This design comes from an exercise in tuning for small area on the open sky130 flow, not from production work. Only simulation tests tie the RTL to the original design; equivalence was not proved. Power figures rest on the tool's default switching activity, not on a simulated workload.

**design/flow/config.mk**
```make
export PLATFORM = sky130hd
export DESIGN_NAME = hc11mon_dl
export DESIGN_NICKNAME = hc11mon_dl
export VERILOG_FILES = /design/flow/design.v
export SDC_FILE = /design/flow/constraint.sdc
export NUM_CORES = 4
export LEC_CHECK = 0
export CAP_MARGIN = 20
export CORE_MARGIN = 2
export CORE_UTILIZATION = 40
export PLACE_DENSITY = 0.6
export SLEW_MARGIN = 20
```
**design/flow/constraint.sdc**
```tcl
create_clock -name core_clock -period 10.0 [get_ports {clk}]
set_input_delay 2.0000 -clock core_clock [delete_from_list [all_inputs] [get_ports {clk}]]
set_output_delay 2.0000 -clock core_clock [all_outputs]
set_load 0.01 [all_outputs]
```
**design/flow/design.v**
```verilog
module hc11_decoder (
    input  wire        clk,
    input  wire        rst,
    input  wire        start,
    input  wire [15:0] addr,
    output reg         done,
    output reg         rd_req,
    output reg  [15:0] rd_addr,
    input  wire        rd_ack,
    input  wire [7:0]  rd_data,
    output reg  [2:0]  len,
    output reg  [47:0] raw,
    output reg         valid,
    output reg  [2:0]  fam,
    output reg  [3:0]  sfx,
    output reg  [2:0]  opform,
    output reg  [15:0] operand
);
    localparam FAM_NULL = 3'd0, FAM_LD = 3'd1, FAM_ST = 3'd2, FAM_SUB = 3'd3, FAM_AD = 3'd4;
    localparam SFX_NONE = 4'd0, SFX_DD = 4'd1, SFX_DB = 4'd2, SFX_CA = 4'd3, SFX_CB = 4'd4,
               SFX_DA = 4'd5, SFX_B = 4'd6, SFX_A = 4'd7, SFX_AA = 4'd8, SFX_AB = 4'd9,
               SFX_D = 4'd10, SFX_S = 4'd11, SFX_X = 4'd12, SFX_Y = 4'd13;
    localparam OF_NONE = 3'd0, OF_IMM8 = 3'd1, OF_IMM16 = 3'd2, OF_DIR = 3'd3,
               OF_IDX_X = 3'd4, OF_IDX_Y = 3'd5, OF_EXT = 3'd6;
    localparam S_IDLE = 3'd0, S_PFX_RD = 3'd1, S_PFX_EV = 3'd2, S_ZERO_RD = 3'd3,
               S_OP1_RD = 3'd4, S_OP2_RD = 3'd5, S_RAW_RD = 3'd6, S_DONE = 3'd7;
    reg [2:0]  state;
    reg [15:0] da;        
    reg [1:0]  k;         
    reg [7:0]  pb;        
    reg [7:0]  b;         
    reg [1:0]  mode;      
    reg        is16;
    reg        extra;     
    reg [7:0]  op_hi;
    reg [2:0]  ri;        
    wire [15:0] p = da + {14'd0, k};             
    wire [15:0] q = p + 16'd1 + {15'd0, extra};   
    wire [7:0] m      = b & 8'h85;
    wire [7:0] v      = b & 8'hCF;
    wire       is_ld  = (m == 8'h84);
    wire       is_st  = (m == 8'h85) && (b != 8'hCD);
    wire       is_sub = (m == 8'h80) || ((m == 8'h81) && (v == 8'h83));
    wire       is_ad  = (m == 8'h81) && (v != 8'h83);
    wire       is_esc = (m == 8'h00) || (b == 8'hCD);
    reg [3:0] sfx_n;
    reg       is16_n;
    always @(*) begin
        sfx_n  = SFX_NONE;
        is16_n = 1'b0;
        case (v)
            8'hC3: begin sfx_n = SFX_DD; is16_n = 1'b1; end
            8'hCB: sfx_n = SFX_DB;
            8'h89: sfx_n = SFX_CA;
            8'hC9: sfx_n = SFX_CB;
            8'h8B: sfx_n = SFX_DA;
            8'hC0: sfx_n = SFX_B;
            8'h80: sfx_n = SFX_A;
            8'h86, 8'h87: sfx_n = SFX_AA;
            8'hC6, 8'hC7: sfx_n = SFX_AB;
            8'h83, 8'hCC, 8'hCD: begin sfx_n = SFX_D; is16_n = 1'b1; end
            8'h8E, 8'h8F: begin sfx_n = SFX_S; is16_n = 1'b1; end
            8'hCE, 8'hCF: begin
                if (pb == 8'h00 || pb == 8'hCD) sfx_n = SFX_X;
                else if (pb == 8'h18)           sfx_n = SFX_Y;
                else                            sfx_n = SFX_NONE;
            end
            default: ;
        endcase
    end
    always @(posedge clk) begin
        if (rst) begin
            state  <= S_IDLE;
            done   <= 1'b0;
            rd_req <= 1'b0;
        end else begin
            done <= 1'b0;
            case (state)
                S_IDLE: begin
                    if (start) begin
                        da      <= addr;
                        k       <= 2'd0;
                        pb      <= 8'h00;
                        is16    <= 1'b0;
                        extra   <= 1'b0;
                        fam     <= FAM_NULL;
                        sfx     <= SFX_NONE;
                        opform  <= OF_NONE;
                        operand <= 16'h0000;
                        valid   <= 1'b0;
                        raw     <= 48'd0;
                        rd_req  <= 1'b1;
                        rd_addr <= addr;
                        state   <= S_PFX_RD;
                    end
                end
                S_PFX_RD: begin
                    if (rd_ack) begin
                        rd_req <= 1'b0;
                        b      <= rd_data;
                        state  <= S_PFX_EV;
                    end
                end
                S_PFX_EV: begin
                    if (is_ld || is_st || is_sub || is_ad) begin
                        valid <= 1'b1;
                        fam   <= is_ld ? FAM_LD : is_st ? FAM_ST : is_sub ? FAM_SUB : FAM_AD;
                        sfx   <= sfx_n;
                        is16  <= is16_n;
                        mode  <= b[5:4];
                        rd_req <= 1'b1;
                        rd_addr <= p + 16'd1;
                        if (b[5:4] == 2'b00 && is16_n)
                            state <= S_ZERO_RD;
                        else
                            state <= S_OP1_RD;
                    end else if (is_esc && k != 2'd3) begin
                        pb      <= b;
                        k       <= k + 2'd1;
                        rd_req  <= 1'b1;
                        rd_addr <= p + 16'd1;
                        state   <= S_PFX_RD;
                    end else begin
                        len     <= {1'b0, k} + 3'd1;
                        ri      <= 3'd0;
                        rd_req  <= 1'b1;
                        rd_addr <= da;
                        state   <= S_RAW_RD;
                    end
                end
                S_ZERO_RD: begin
                    if (rd_ack) begin
                        rd_req <= 1'b0;
                        if (rd_data == 8'h00) begin
                            extra <= 1'b1;
                            is16  <= 1'b0;
                        end
                        state <= S_OP1_RD;
                    end
                end
                S_OP1_RD: begin
                    if (!rd_req) begin
                        rd_req  <= 1'b1;
                        rd_addr <= q;
                    end else if (rd_ack) begin
                        rd_req <= 1'b0;
                        op_hi  <= rd_data;
                        if (mode == 2'b11 || (mode == 2'b00 && is16)) begin
                            state <= S_OP2_RD;
                        end else begin
                            operand <= {8'h00, rd_data};
                            case (mode)
                                2'b00: opform <= OF_IMM8;
                                2'b01: opform <= OF_DIR;
                                2'b10: begin
                                    if (pb == 8'h00 || pb == 8'h1A)      opform <= OF_IDX_X;
                                    else if (pb == 8'h18 || pb == 8'hCD) opform <= OF_IDX_Y;
                                    else                                 opform <= OF_DIR;
                                end
                                default: opform <= OF_EXT;
                            endcase
                            len     <= {1'b0, k} + 3'd2 + {2'd0, extra};
                            ri      <= 3'd0;
                            state   <= S_RAW_RD;
                        end
                    end
                end
                S_OP2_RD: begin
                    if (!rd_req) begin
                        rd_req  <= 1'b1;
                        rd_addr <= q + 16'd1;
                    end else if (rd_ack) begin
                        rd_req  <= 1'b0;
                        operand <= {op_hi, rd_data};
                        opform  <= (mode == 2'b11) ? OF_EXT : OF_IMM16;
                        len     <= {1'b0, k} + 3'd3;
                        ri      <= 3'd0;
                        state   <= S_RAW_RD;
                    end
                end
                S_RAW_RD: begin
                    if (!rd_req) begin
                        rd_req  <= 1'b1;
                        rd_addr <= da + {13'd0, ri};
                    end else if (rd_ack) begin
                        rd_req <= 1'b0;
                        raw[ri*8 +: 8] <= rd_data;
                        if (ri == len - 3'd1) begin
                            state <= S_DONE;
                        end else begin
                            ri <= ri + 3'd1;
                        end
                    end
                end
                S_DONE: begin
                    done  <= 1'b1;
                    state <= S_IDLE;
                end
                default: state <= S_IDLE;
            endcase
        end
    end
endmodule
module hc11mon_dl #(
    parameter [15:0] MIN      = 16'h0400,
    parameter [15:0] MAX      = 16'h7DFF,
    parameter [15:0] LF_START = 16'h1000,
    parameter [15:0] LF_MAX   = 16'h7DC0
) (
    input  wire        clk,
    input  wire        rst,
    input  wire        cmd_valid,
    output wire        cmd_ready,
    input  wire [1:0]  cmd_op,
    input  wire [15:0] cmd_start,
    input  wire [15:0] cmd_end,
    input  wire        in_valid,
    output wire        in_ready,
    input  wire [7:0]  in_data,
    input  wire        in_eos,
    output wire        mem_req,
    output wire        mem_we,
    output wire [15:0] mem_addr,
    output wire [7:0]  mem_wdata,
    input  wire        mem_ack,
    input  wire [7:0]  mem_rdata,
    output reg         ev_valid,
    input  wire        ev_ready,
    output reg  [2:0]  ev_type,
    output reg  [15:0] ev_addr,
    output reg  [15:0] ev_data,
    output reg  [15:0] ev_line,
    output reg  [2:0]  ev_kind,
    output reg         ev_flag,
    output reg  [2:0]  ev_len,
    output reg  [47:0] ev_raw,
    output reg  [2:0]  ev_fam,
    output reg  [3:0]  ev_sfx,
    output reg  [2:0]  ev_opform
);
    localparam OP_DECODE = 2'd0, OP_DISASM = 2'd1, OP_LOAD = 2'd2;
    localparam EV_ORG = 3'd1, EV_INSTR = 3'd2, EV_END = 3'd3, EV_PROGRESS = 3'd4,
               EV_SUMMARY = 3'd5, EV_REPORT = 3'd6;
    localparam ERR_BOUNDS = 3'd2, ERR_FORMAT = 3'd3, ERR_CHECKSUM = 3'd4,
               ERR_STREAMEND = 3'd5, ERR_RANGE = 3'd6;
    localparam M_IDLE     = 4'd0,
               M_EVWAIT   = 4'd1,
               M_DIS_LOOP = 4'd2,
               M_DIS_WAIT = 4'd3,
               M_L_FILL   = 4'd4,
               M_L_SCAN   = 4'd5,
               M_L_SHIFT  = 4'd6,
               M_L_HDR    = 4'd7,
               M_L_C1     = 4'd8,
               M_L_C2     = 4'd9,
               M_L_PAIR   = 4'd10,
               M_L_WR     = 4'd11;
    reg [3:0]  state;
    reg [3:0]  ret_state;    
    reg        single;       
    reg [16:0] cur;          
    reg [15:0] dend;
    reg [63:0] win;          
    reg [2:0]  fcnt;
    reg [15:0] line;
    reg [15:0] written;
    reg        first_v;
    reg [15:0] first;
    reg [7:0]  acc;
    reg [15:0] wc;
    reg [7:0]  cnt;
    reg [7:0]  c1, c2;
    reg [7:0]  wdat;
    reg        dec_start;
    wire       dec_done;
    wire       dec_rd_req;
    wire [15:0] dec_rd_addr;
    wire [2:0]  dec_len;
    wire [47:0] dec_raw;
    wire        dec_valid;
    wire [2:0]  dec_fam;
    wire [3:0]  dec_sfx;
    wire [2:0]  dec_opform;
    wire [15:0] dec_operand;
    hc11_decoder u_dec (
        .clk(clk), .rst(rst),
        .start(dec_start), .addr(cur[15:0]), .done(dec_done),
        .rd_req(dec_rd_req), .rd_addr(dec_rd_addr),
        .rd_ack(mem_ack), .rd_data(mem_rdata),
        .len(dec_len), .raw(dec_raw), .valid(dec_valid), .fam(dec_fam),
        .sfx(dec_sfx), .opform(dec_opform), .operand(dec_operand)
    );
    wire loading_wr = (state == M_L_WR);
    assign mem_req   = loading_wr | dec_rd_req;
    assign mem_we    = loading_wr;
    assign mem_addr  = loading_wr ? wc : dec_rd_addr;
    assign mem_wdata = wdat;
    assign cmd_ready = (state == M_IDLE);
    assign in_ready  = (state == M_L_FILL) || (state == M_L_SHIFT) ||
                       (state == M_L_C1) || (state == M_L_C2);
    wire   in_take   = in_valid & in_ready;
    function [4:0] hexval;           
        input [7:0] c;
        begin
            if (c >= 8'h30 && c <= 8'h39)      hexval = {1'b0, c[3:0]};
            else if (c >= 8'h41 && c <= 8'h46) hexval = {1'b0, c[3:0] + 4'd9};
            else                               hexval = 5'h10;
        end
    endfunction
    wire [4:0] h2 = hexval(win[23:16]);
    wire [4:0] h3 = hexval(win[31:24]);
    wire [4:0] h4 = hexval(win[39:32]);
    wire [4:0] h5 = hexval(win[47:40]);
    wire [4:0] h6 = hexval(win[55:48]);
    wire [4:0] h7 = hexval(win[63:56]);
    wire       hdr_bad = h2[4] | h3[4] | h4[4] | h5[4] | h6[4] | h7[4];
    wire [7:0] hdr_n  = {h2[3:0], h3[3:0]};
    wire [7:0] hdr_ah = {h4[3:0], h5[3:0]};
    wire [7:0] hdr_al = {h6[3:0], h7[3:0]};
    wire [15:0] hdr_la = {hdr_ah, hdr_al};
    wire [4:0] hc1 = hexval(c1);
    wire [4:0] hc2 = hexval(c2);
    wire       pair_bad = hc1[4] | hc2[4];
    wire [7:0] pair = {hc1[3:0], hc2[3:0]};
    wire [7:0] acc_n = acc + pair;
    wire [7:0] fsum = ~acc;
    task emit_report;
        input [2:0]  kind;
        input [15:0] a;
        input [15:0] d;
        input [15:0] l;
        begin
            ev_valid  <= 1'b1;
            ev_type   <= EV_REPORT;
            ev_kind   <= kind;
            ev_addr   <= a;
            ev_data   <= d;
            ev_line   <= l;
            ret_state <= M_IDLE;
            state     <= M_EVWAIT;
        end
    endtask
    always @(posedge clk) begin
        if (rst) begin
            state     <= M_IDLE;
            ev_valid  <= 1'b0;
            dec_start <= 1'b0;
        end else begin
            dec_start <= 1'b0;
            case (state)
                M_IDLE: begin
                    if (cmd_valid) begin
                        case (cmd_op)
                            OP_DECODE: begin
                                single    <= 1'b1;
                                cur       <= {1'b0, cmd_start};
                                dec_start <= 1'b1;
                                state     <= M_DIS_WAIT;
                            end
                            OP_DISASM: begin
                                single <= 1'b0;
                                cur    <= {1'b0, cmd_start};
                                dend   <= cmd_end;
                                if (cmd_start > cmd_end)
                                    emit_report(ERR_RANGE, cmd_start, cmd_end, 16'd0);
                                else if (cmd_start < MIN || cmd_start > MAX)
                                    emit_report(ERR_BOUNDS, cmd_start, 16'd0, 16'd0);
                                else if (cmd_end < MIN || cmd_end > MAX)
                                    emit_report(ERR_BOUNDS, cmd_end, 16'd0, 16'd0);
                                else begin
                                    ev_valid  <= 1'b1;
                                    ev_type   <= EV_ORG;
                                    ev_addr   <= cmd_start;
                                    ret_state <= M_DIS_LOOP;
                                    state     <= M_EVWAIT;
                                end
                            end
                            OP_LOAD: begin
                                line    <= 16'd1;
                                written <= 16'd0;
                                first_v <= 1'b0;
                                first   <= 16'd0;
                                fcnt    <= 3'd0;
                                state   <= M_L_FILL;
                            end
                            default: ;   
                        endcase
                    end
                end
                M_EVWAIT: begin
                    if (ev_ready) begin
                        ev_valid <= 1'b0;
                        state    <= ret_state;
                    end
                end
                M_DIS_LOOP: begin
                    if (cur <= {1'b0, dend}) begin
                        dec_start <= 1'b1;
                        state     <= M_DIS_WAIT;
                    end else begin
                        ev_valid  <= 1'b1;
                        ev_type   <= EV_END;
                        ev_addr   <= dend;
                        ret_state <= M_IDLE;
                        state     <= M_EVWAIT;
                    end
                end
                M_DIS_WAIT: begin
                    if (dec_done) begin
                        ev_valid  <= 1'b1;
                        ev_type   <= EV_INSTR;
                        ev_addr   <= cur[15:0];
                        ev_len    <= dec_len;
                        ev_raw    <= dec_raw;
                        ev_flag   <= dec_valid;
                        ev_fam    <= dec_fam;
                        ev_sfx    <= dec_sfx;
                        ev_opform <= dec_opform;
                        ev_data   <= dec_operand;
                        cur       <= cur + {14'd0, dec_len};
                        ret_state <= single ? M_IDLE : M_DIS_LOOP;
                        state     <= M_EVWAIT;
                    end
                end
                M_L_FILL: begin
                    if (in_take) begin
                        if (in_eos)
                            emit_report(ERR_STREAMEND, 16'd0, 16'd0, line);
                        else begin
                            win  <= {in_data, win[63:8]};
                            fcnt <= fcnt + 3'd1;
                            if (fcnt == 3'd7)
                                state <= M_L_SCAN;
                        end
                    end
                end
                M_L_SHIFT: begin
                    if (in_take) begin
                        if (in_eos)
                            emit_report(ERR_STREAMEND, 16'd0, 16'd0, line);
                        else begin
                            win   <= {in_data, win[63:8]};
                            state <= M_L_SCAN;
                        end
                    end
                end
                M_L_SCAN: begin
                    if (win[7:0] == "S" && win[15:8] == "9") begin
                        ev_valid  <= 1'b1;
                        ev_type   <= EV_SUMMARY;
                        ev_flag   <= first_v;
                        ev_addr   <= first;
                        ev_data   <= written;
                        ret_state <= M_IDLE;
                        state     <= M_EVWAIT;
                    end else if (win[7:0] == "S" && win[15:8] == "1") begin
                        state <= M_L_HDR;
                    end else begin
                        state <= M_L_SHIFT;
                    end
                end
                M_L_HDR: begin
                    if (hdr_bad)
                        emit_report(ERR_FORMAT, 16'd0, 16'd0, line);
                    else if (hdr_la < LF_START || hdr_la > LF_MAX)
                        emit_report(ERR_BOUNDS, hdr_la, 16'd0, line);
                    else begin
                        if (!first_v) begin
                            first_v <= 1'b1;
                            first   <= hdr_la;
                        end
                        acc   <= hdr_ah + hdr_al + hdr_n;
                        wc    <= hdr_la;
                        cnt   <= (hdr_n >= 8'd3) ? hdr_n - 8'd3 : 8'd0;
                        state <= M_L_C1;
                    end
                end
                M_L_C1: begin
                    if (in_take) begin
                        if (in_eos)
                            emit_report(ERR_STREAMEND, 16'd0, 16'd0, line);
                        else begin
                            c1    <= in_data;
                            state <= M_L_C2;
                        end
                    end
                end
                M_L_C2: begin
                    if (in_take) begin
                        if (in_eos)
                            emit_report(ERR_STREAMEND, 16'd0, 16'd0, line);
                        else begin
                            c2    <= in_data;
                            state <= M_L_PAIR;
                        end
                    end
                end
                M_L_PAIR: begin
                    if (pair_bad)
                        emit_report(ERR_FORMAT, 16'd0, 16'd0, line);
                    else if (cnt != 8'd0) begin
                        acc <= acc_n;
                        if (wc < MIN || wc > MAX)
                            emit_report(ERR_BOUNDS, wc, 16'd0, line);
                        else begin
                            wdat  <= pair;
                            state <= M_L_WR;
                        end
                    end else begin
                        if (fsum != pair || pair == 8'h00)
                            emit_report(ERR_CHECKSUM, 16'd0, {fsum, pair}, line);
                        else begin
                            ev_valid  <= 1'b1;
                            ev_type   <= EV_PROGRESS;
                            line      <= line + 16'd1;
                            fcnt      <= 3'd0;
                            ret_state <= M_L_FILL;
                            state     <= M_EVWAIT;
                        end
                    end
                end
                M_L_WR: begin
                    if (mem_ack) begin
                        wc      <= wc + 16'd1;
                        written <= written + 16'd1;
                        cnt     <= cnt - 8'd1;
                        state   <= M_L_C1;
                    end
                end
                default: state <= M_IDLE;
            endcase
        end
    end
endmodule
```
**design/flow/run.sh**
```bash
#!/bin/bash
# synth_recipe.tcl (not shown) runs the flow's synth.tcl, then flattens the netlist and writes it again
# the make line also repeats each setting of config.mk as NAME=value (left out here)
make -C /OpenROAD-flow-scripts/flow DESIGN_CONFIG=/design/flow/config.mk WORK_HOME=/design/flow/orfs CLKGATE_MAP_FILE= SYNTH_SCRIPT=/design/flow/synth_recipe.tcl finish
```
==> run summary <==
Clock share of power - 34.8%
Final setup vio count - 0
Vias in the first global route - 19100
Max capacitance violation total - 0
Max_slew headroom - 27.0%
CTS clk-pin slew, worst paths - 0.06 ns
Dominant synthesized flop cell - edfxtp_1
Post-Route WL - 82.8 mm
Unrepaired setup endpoints after global routing - no
Initial antenna violation count - 7
# rows - 92
CTS Buf Count - 53
Post_cts resized - 0
Crit path launch type - flip-flop
Post-CTS Repair Setup Buffers - 0
WS Path Type - flip-flop to output port
Worst Path Arrival - 3.66 ns
Crit path max-delay family - buffers and inverters
1st-iter DRT viols - 2185
Die Y - 258 µm
Sw Ratio - 29.0%
Gp weighted congestion - 0.940
Core ar. - 63300 µm²
Worst path bufs/invs - 3
Largest net degree at the start of global routing - 65
Fillers - 5719
Inserted Diodes - 0
Die ar. - 66400 µm²
Synth area leaders - edfxtp_1, ha_1, nor2_1, nand2_1, xnor2_1
Gr busiest metal - met2
Worst path cell trace - inv_1 > nor2_1 > nand3_2 > inv_1 > nand2_1 > nand2_1 > clkdlybuf4s50_1
I/O pin cnt - 202
CP required - 8.00 ns
Gr usage total - 24.3%
RR Endpoint - acc[7]
Final TNS setup - 0 ns
Hold Crit Endpoint - ev_sfx[3]
Starting Density - 40.7%
Worst path slowest cell - inv_1
Final hold viol count - 0
Post-synth top area cell - edfxtp_1
Drt wl/cell - 24.4 µm
Seq pwr share - 46.6%
Area Overhead vs Synth - 18.6%
Deepest clock path buffer count - 3
Distinct cell type count after synthesis - 101
Die width - 258 µm
Final core utilization - 48.2%
VDD IR max - 125 µV
Comb pwr share - 18.6%
Outcome - timing/DRC/antenna clean
Syn nets - 2495
CP Capture Type - output port
First-pass GRT wire length - 123 mm
Mapped Cells - 2322
Syn_area_per_cell - 11.1 µm²
Vias per inst - 5.80
Clk sinks - 478
Psw - 1.65 mW
Sequential area share after synthesis - 55.3%
Final period util - 56.6%
PD cells - 186 nW/µm²
P_leak - 10.9 nW
Worst hold path type - flip-flop to flip-flop
Worst reg2reg path depth - 17
Tot Pwr - 5.67 mW
Worst-skew pair later-pin latency - 0.62 ns
Ys async rst share - 0%
Final net count - 2681
Warnings, synthesis - 2
CTS root buf - clkbuf_16
Yosys reg bits - 478
Reg-to-reg slack, setup - 4.99 ns
Via Count - 19700
Hold Path Depth - 0
Worst-path maximum fanout - 20
Hold Crit Start - u_dec.sfx[3]
Most frequent cell after synthesis - edfxtp_1
Share of cells above drive strength 1 - 7.18%
Fin crit period - 5.66 ns
Pins Over Slew Limit - 0
Hold_buf cts - 0
Global Route met1 Usage - 33.1%
Internal power - 4.02 mW
Hpwl dp - 60.7 mm
First-pass iteration count of the detailed router - 8
H-tree levels - 2
Area share of the largest cell type after synthesis - 54.5%
Post-Route Skew - 0.0360 ns
DR DRC count - 0
GR Layer Usage met2 - 40.1%
Worst Max-Slew Pin Slew - 1.09 ns
CTS tree - yes
Reg-to-Reg Start - win[25]
CP peak stage delay - 0.72 ns
Number of antenna-violating nets in the routed design - 0
Peak Freq - 0.177 GHz
Grt total ovfl - 0
Synthesized cell area - 25700 µm²
Post-synth EDFFs - 467
Port Buffers - 201
Routing usage on met3 - 4.33%
Synth top cells by count - edfxtp_1, nor2_1, nand2_1, inv_1, a21oi_1
cell usage in the layout, fill, tap and decap left out, drive strengths merged, types with 40 or more instances in the layout:
| master | n |
|---|---|
| a21oi | 114 |
| edfxtp | 467 |
| clkbuf | 70 |
| o21ai | 106 |
| ha | 103 |
| nor2 | 253 |
| a22oi | 71 |
| buf | 44 |
| xnor2 | 74 |
| nor2b | 40 |
| inv | 130 |
| nand2 | 226 |
| nand3 | 58 |
| xor2 | 57 |
| clkdlybuf4s50 | 201 |
registers in the layout, indices dropped and copies added (netlist names), 17 cells and up:
signal and flops:
cur 17, u_dec.raw 48, win 64, ev_raw 48
how the worst max path moves through the flow:
| stage | startpoint | endpoint | cells past startpoint |
|---|---|---|---|
| after global placement | cmd_end[14] | ev_line[0] | 11 |
| final | state[1] | mem_addr[7] | 7 |
| after floorplan | rst | win[0] | 3 |
| after global routing | state[1] | mem_addr[7] | 7 |
| after CTS | state[1] | mem_addr[7] | 7 |
| after detailed placement | cmd_end[14] | ev_line[12] | 11 |
per-layer routing:
layer  wire length, µm  part of all wire [%]
met1             35300                    43
met2             39300                    48
met3              6060                   7.3
met4              2020                   2.4
met5                73                 0.088
cells by family after synthesis:
family	synth area share, %
adder cells (fa/ha/maj)	6.06
multiplexers	1.31
flip-flops	55.3
AO/OA/AOI/OAI	14.0
buffers and inverters	3.68
XOR/XNOR	4.54
AND/OR/NAND/NOR	15.1
power groups by stage:
stage                     logic (mW)  registers, mW  clock network [mW]
after global routing            1.13           2.66                2.08
after detailed placement        1.04           2.68                   0
final                           1.05           2.64                1.97
after CTS                       1.04           2.64                2.01
after floorplan                0.532           2.63                   0
after global placement          1.03           2.68                   0
metrics by stage:
stage / setup WS, ns / hold WS (ns) / instances / cell area (µm²)
final: 4.34 / 0.418 / 3395 / 30500
after global routing: 4.09 / 0.434 / 3395 / 30500
after CTS: 4.35 / 0.417 / 3395 / 30500
after detailed placement: 4.74 / 0.405 / 3299 / 28800
after global placement: 4.80 / 0.407 / 3298 / 28800
after floorplan: 0.328 / 0.400 / 2322 / 25700
layout make-up:
class                      instances  area [µm²]  share of cell area [%]
tap                              846        1060                    3.47
clock buffer                      70        1440                    4.72
clock inverter                    26         292                   0.955
sequential                       478       14200                    46.7
inverter                         129         484                    1.59
multi-input combinational       1601       10700                    34.9
timing repair buffer             245        2340                    7.67

## re-timing with driven ports
The flow's constraints put no driver on any port. The routed layout listed below was extracted and timed again, unchanged, in two steps. Step 1, drivers: a clkbuf_16 drives clk and a buf_2 each remaining input, both assumed. Step 2 times the ports against the registers' clock, not the clock port: input delays grow and output delays shrink by t, the midpoint of the rising clock arrivals with the driver on. Slacks: no drivers / after step 1 / after step 2; pairs: no drivers / after step 1.
t, ns: 0.667
slack for setup (ns): 4.336 / 4.271 / 4.642
pins driven straight from the clock port: 1
After both steps setup and hold are still met in this run. For this run, drivers alone change the setup slack by -0.065 ns; drivers and shift together by +0.306 ns.
